Source: an optimization exercise on an open RTL-to-GDS flow (aim: small area, a short achievable clock period and few clock cycles). Production flows keep margins and buffers that such runs may drop.
In this exercise RTL edits were held to simulation tests only and were not proved equivalent to the original.
Power figures rest on the tool's default switching activity, not on a simulated workload.

==> onyx: inputs <==
// int8_gemm_kernel
module int8_gemm_kernel (
    input  wire        clk,
    input  wire        rst_n,
    input  wire        reg_valid,
    input  wire        reg_write,
    input  wire [3:0]  reg_addr,
    input  wire [31:0] reg_wdata,
    output reg  [31:0] reg_rdata,
    input  wire        rx_toggle,
    input  wire [7:0]  rx_data,
    output wire        irq
);
==> flow/config.mk <==
export PLATFORM = sky130hd
export DESIGN_NAME = int8_gemm_kernel
export DESIGN_NICKNAME = int8_gemm_kernel
export VERILOG_FILES = /design/flow/design.v
export SDC_FILE = /design/flow/constraint.sdc
export NUM_CORES = 4
export LEC_CHECK = 0
export CAP_MARGIN = 30
export CORE_MARGIN = 2
export CORE_UTILIZATION = 35
export PLACE_DENSITY = 0.55
export SETUP_SLACK_MARGIN = 5
export SLEW_MARGIN = 30
export SYNTH_MEMORY_MAX_BITS = 131072
==> flow/constraint.sdc <==
create_clock -name core_clock -period 12.0 [get_ports {clk}]
set_input_delay 2.4000 -clock core_clock [delete_from_list [all_inputs] [get_ports {clk}]]
set_output_delay 2.4000 -clock core_clock [all_outputs]
set_load 0.01 [all_outputs]
run.sh (not shown) runs the stock make flow with config.mk's settings and CLKGATE_MAP_FILE= SYNTH_SCRIPT=/design/flow/synth_recipe.tcl, a recipe that flattens the netlist after the stock synthesis.
==> willow: changes against onyx <==
--- a/flow/design.v
+++ b/flow/design.v
@@ -2897,17 +2897,17 @@
                            : ((dg[0] ? xp : 0) | (dg[1] ? xp << 1 : 0));
                 case (q)
                     0: pr0 = m;
                     1: pr1 = m << 2;
                     2: pr2 = m << 4;
                     3: pr3 = m << 6;
                 endcase
             end
-            bs = (iv ? ifirst : cur0) ? b1[AW*l +: AW] : acc1[{istep, l[1:0]}];
+            bs = (iv ? ifirst : cur0) ? b1[AW*l +: AW] : acc1[l];
             c1 = csa(pr0, pr1, pr2);
             c2 = csa(c1[AW-1:0], c1[2*AW-1:AW], pr3);
             c3 = csa(c2[AW-1:0], c2[2*AW-1:AW], bs);
             ilane[l] = cpa(c3[AW-1:0], c3[2*AW-1:AW], 1'b0);
         end
     end
     always @(posedge clk or negedge rst_n) begin
         if (!rst_n) begin
@@ -2942,31 +2942,58 @@
     wire [16*4*10-1:0] tab;
     wire [16*AW-1:0]   q2;
     wire [15:0]        rb;
     gemm_da_tab  u_tab  (.l3(l3), .x(xb), .t(tab));
     gemm_da_init u_init (.l3(l3), .sb(!c_src), .bit_idx(xbit), .q2(q2), .rb(rb));
     wire g_run  = dec ? ok_g23 : run23;
     wire g_live = xv && g_run;
     wire g_last = g_live && (xbit == 3'd0);
+    localparam integer LW = 13;
+    function [2*LW-1:0] csa13(input [LW-1:0] a, input [LW-1:0] b, input [LW-1:0] c);
+        csa13 = {((a & b) | (a & c) | (b & c)) << 1, a ^ b ^ c};
+    endfunction
+    function [LW-1:0] cpa13(input [LW-1:0] a, input [LW-1:0] b, input cin);
+        reg [LW-1:0] g, p, pp, cy;
+        integer lv, i, jj;
+        begin
+            g  = a & b;
+            p  = a ^ b;
+            pp = p;
+            g[0] = g[0] | (p[0] & cin);
+            for (lv = 0; (1 << lv) < LW; lv = lv + 1)
+                for (i = LW - 1; i >= 0; i = i - 1)
+                    if ((i >> lv) & 1) begin
+                        jj = ((i >> lv) << lv) - 1;
+                        g[i]  = g[i] | (pp[i] & g[jj]);
+                        pp[i] = pp[i] & pp[jj];
+                    end
+            cy    = {g[LW-2:0], cin};
+            cpa13 = p ^ cy;
+        end
+    endfunction
     reg [AW-1:0] lane_sum [0:15];
-    reg [AW-1:0] d0, d1, d2, d3, db;
-    reg [2*AW-1:0] e1, e2, e3;
+    reg [LW-1:0] d0, d1, d2, d3, dl, lo;
+    reg [AW-13:0] dh, dh1;
+    reg [2*LW-1:0] e1, e2, e3;
     integer j;
     always @(*) begin
         for (j = 0; j < 16; j = j + 1) begin
             d0 = tab[40*j +: 10];
             d1 = tab[40*j+10 +: 10];
             d2 = tab[40*j+20 +: 10];
             d3 = tab[40*j+30 +: 10];
-            db = first ? q2[AW*j +: AW] : {acc[j][AW-2:0], 1'b0};
-            e1 = csa(d0, d1, d2);
-            e2 = csa(e1[AW-1:0], e1[2*AW-1:AW], d3);
-            e3 = csa(e2[AW-1:0], e2[2*AW-1:AW], db);
-            lane_sum[j] = cpa(e3[AW-1:0], e3[2*AW-1:AW], rb[j]);
+            dl = first ? {1'b0, q2[AW*j +: 12]} : {1'b0, acc[j][10:0], 1'b0};
+            dh = first ? q2[AW*j+12 +: AW-12] : acc[j][AW-2:11];
+            dh1 = dh + 1'b1;
+            e1 = csa13(d0, d1, d2);
+            e2 = csa13(e1[LW-1:0], e1[2*LW-1:LW], d3);
+            e3 = csa13(e2[LW-1:0], e2[2*LW-1:LW], dl);
+            lo = cpa13(e3[LW-1:0], e3[2*LW-1:LW], rb[j]);
+            lane_sum[j] = {lo[12] ? dh1 : dh, lo[11:0]};
         end
     end
     function [15:0] plane(input src, input [2:0] b);
         integer i;
         for (i = 0; i < 16; i = i + 1)
             plane[i] = src ? abuf[i][b] : (sb[i][b] ^ (b == 3'd7));
     endfunction
     wire l1_copy = (ok_l1 || runl1) && !iv;
@@ -3073,18 +3100,18 @@
             xbit <= fb;
             first <= 1'b0;
             fb   <= fb - 3'd1;
         end
     end
     assign acc_wr = l1_copy || g_live;
     always @(posedge clk) begin
         for (j = 0; j < 16; j = j + 1) begin
-            if (i_on && istep == j / 4)
-                acc1[j] <= ilane[j % 4];
+            if (i_on)
+                acc1[j] <= (j >= 12) ? ilane[j % 4] : acc1[j + 4];
             if (l1_copy)
                 acc[j] <= acc1[j];
             else if (g_live && (j < 10 || !l3))
                 acc[j] <= lane_sum[j];
             if (ok_req && (j < 10 || !l3))
                 abuf[j] <= req_f(acc[j]);
         end
     end
- TNS_END_PERCENT: not set -> 20
==> run summary <==
metric	onyx	willow
Result of the run	finished clean	finished clean
Transition time at the pin with the least slew margin	1300 ps	1250 ps
Insertion delay to the later sink of the worst-skew pair	870 ps	860 ps
Arrival time at the worst endpoint	7860 ps	7850 ps
Proportion of synthesized chip area in sequential cells	31.3%	31.8%
Number of buffer and inverter instances along the worst setup path	4	2
Relative area of clock buffers and inverters in the final design	3.62%	3.76%
Global-route total usage across every layer	45.6%	38.8%
Synthesized cell area	112000 um2	110000 um2
Fraction of the core area covered by cells at the end of the flow	41.3%	40.6%
Logic inverters	966	950
Non-clock buffer share	6.59%	5.49%
Critical R2R Capture	acc[5][18]	acc[12][18]
Flop pwr share	26.2%	25.1%
Share of cells above drive strength 1	17.3%	14.7%
Setup Slack @ Placement	2440 ps	2520 ps
Total design power	40.5 mW	31.7 mW
Wire length on met2	288 mm	250 mm
Via count of the first global-routing pass	104527	98747
Post-synth cell types	99	100
Leak Pwr	51.1 nW	49.2 nW
Total instance count after detailed placement	16126	15815
Fmax	137 MHz	137 MHz
Testbench counts of onyx, summed over its fixed seeds: cycles 4,352.
Testbench counts of willow, summed over its fixed seeds: cycles 4,352.

[static timing again, ports no longer ideal]
In the flow no input, the clock included, has a driving cell. The finished layouts below were timed again as built, in two steps. Step 1 (the two cells are an assumption about what drives the block):
set clk [get_ports {clk}]
set_driving_cell -lib_cell sky130_fd_sc_hd__clkbuf_16 $clk
set_driving_cell -lib_cell sky130_fd_sc_hd__buf_2 [delete_from_list [all_inputs] $clk]
Step 2, shift: input delay + t, output delay - t, t = (earliest + latest rising clock arrival at the registers) / 2. This alone moves slack from input paths to output paths. Three values: ideal, step 1, step 2; two values: the first two.
| run | t, ns | setup WS [ns] | worst data-port slew with drivers (ns) |
|---|---|---|---|
| onyx | 0.925 | 4.688 / 4.688 / 4.688 | 0.12 |
| willow | 0.926 | 4.722 / 4.722 / 4.722 | 0.07 |
After both steps every run listed still meets setup and hold.
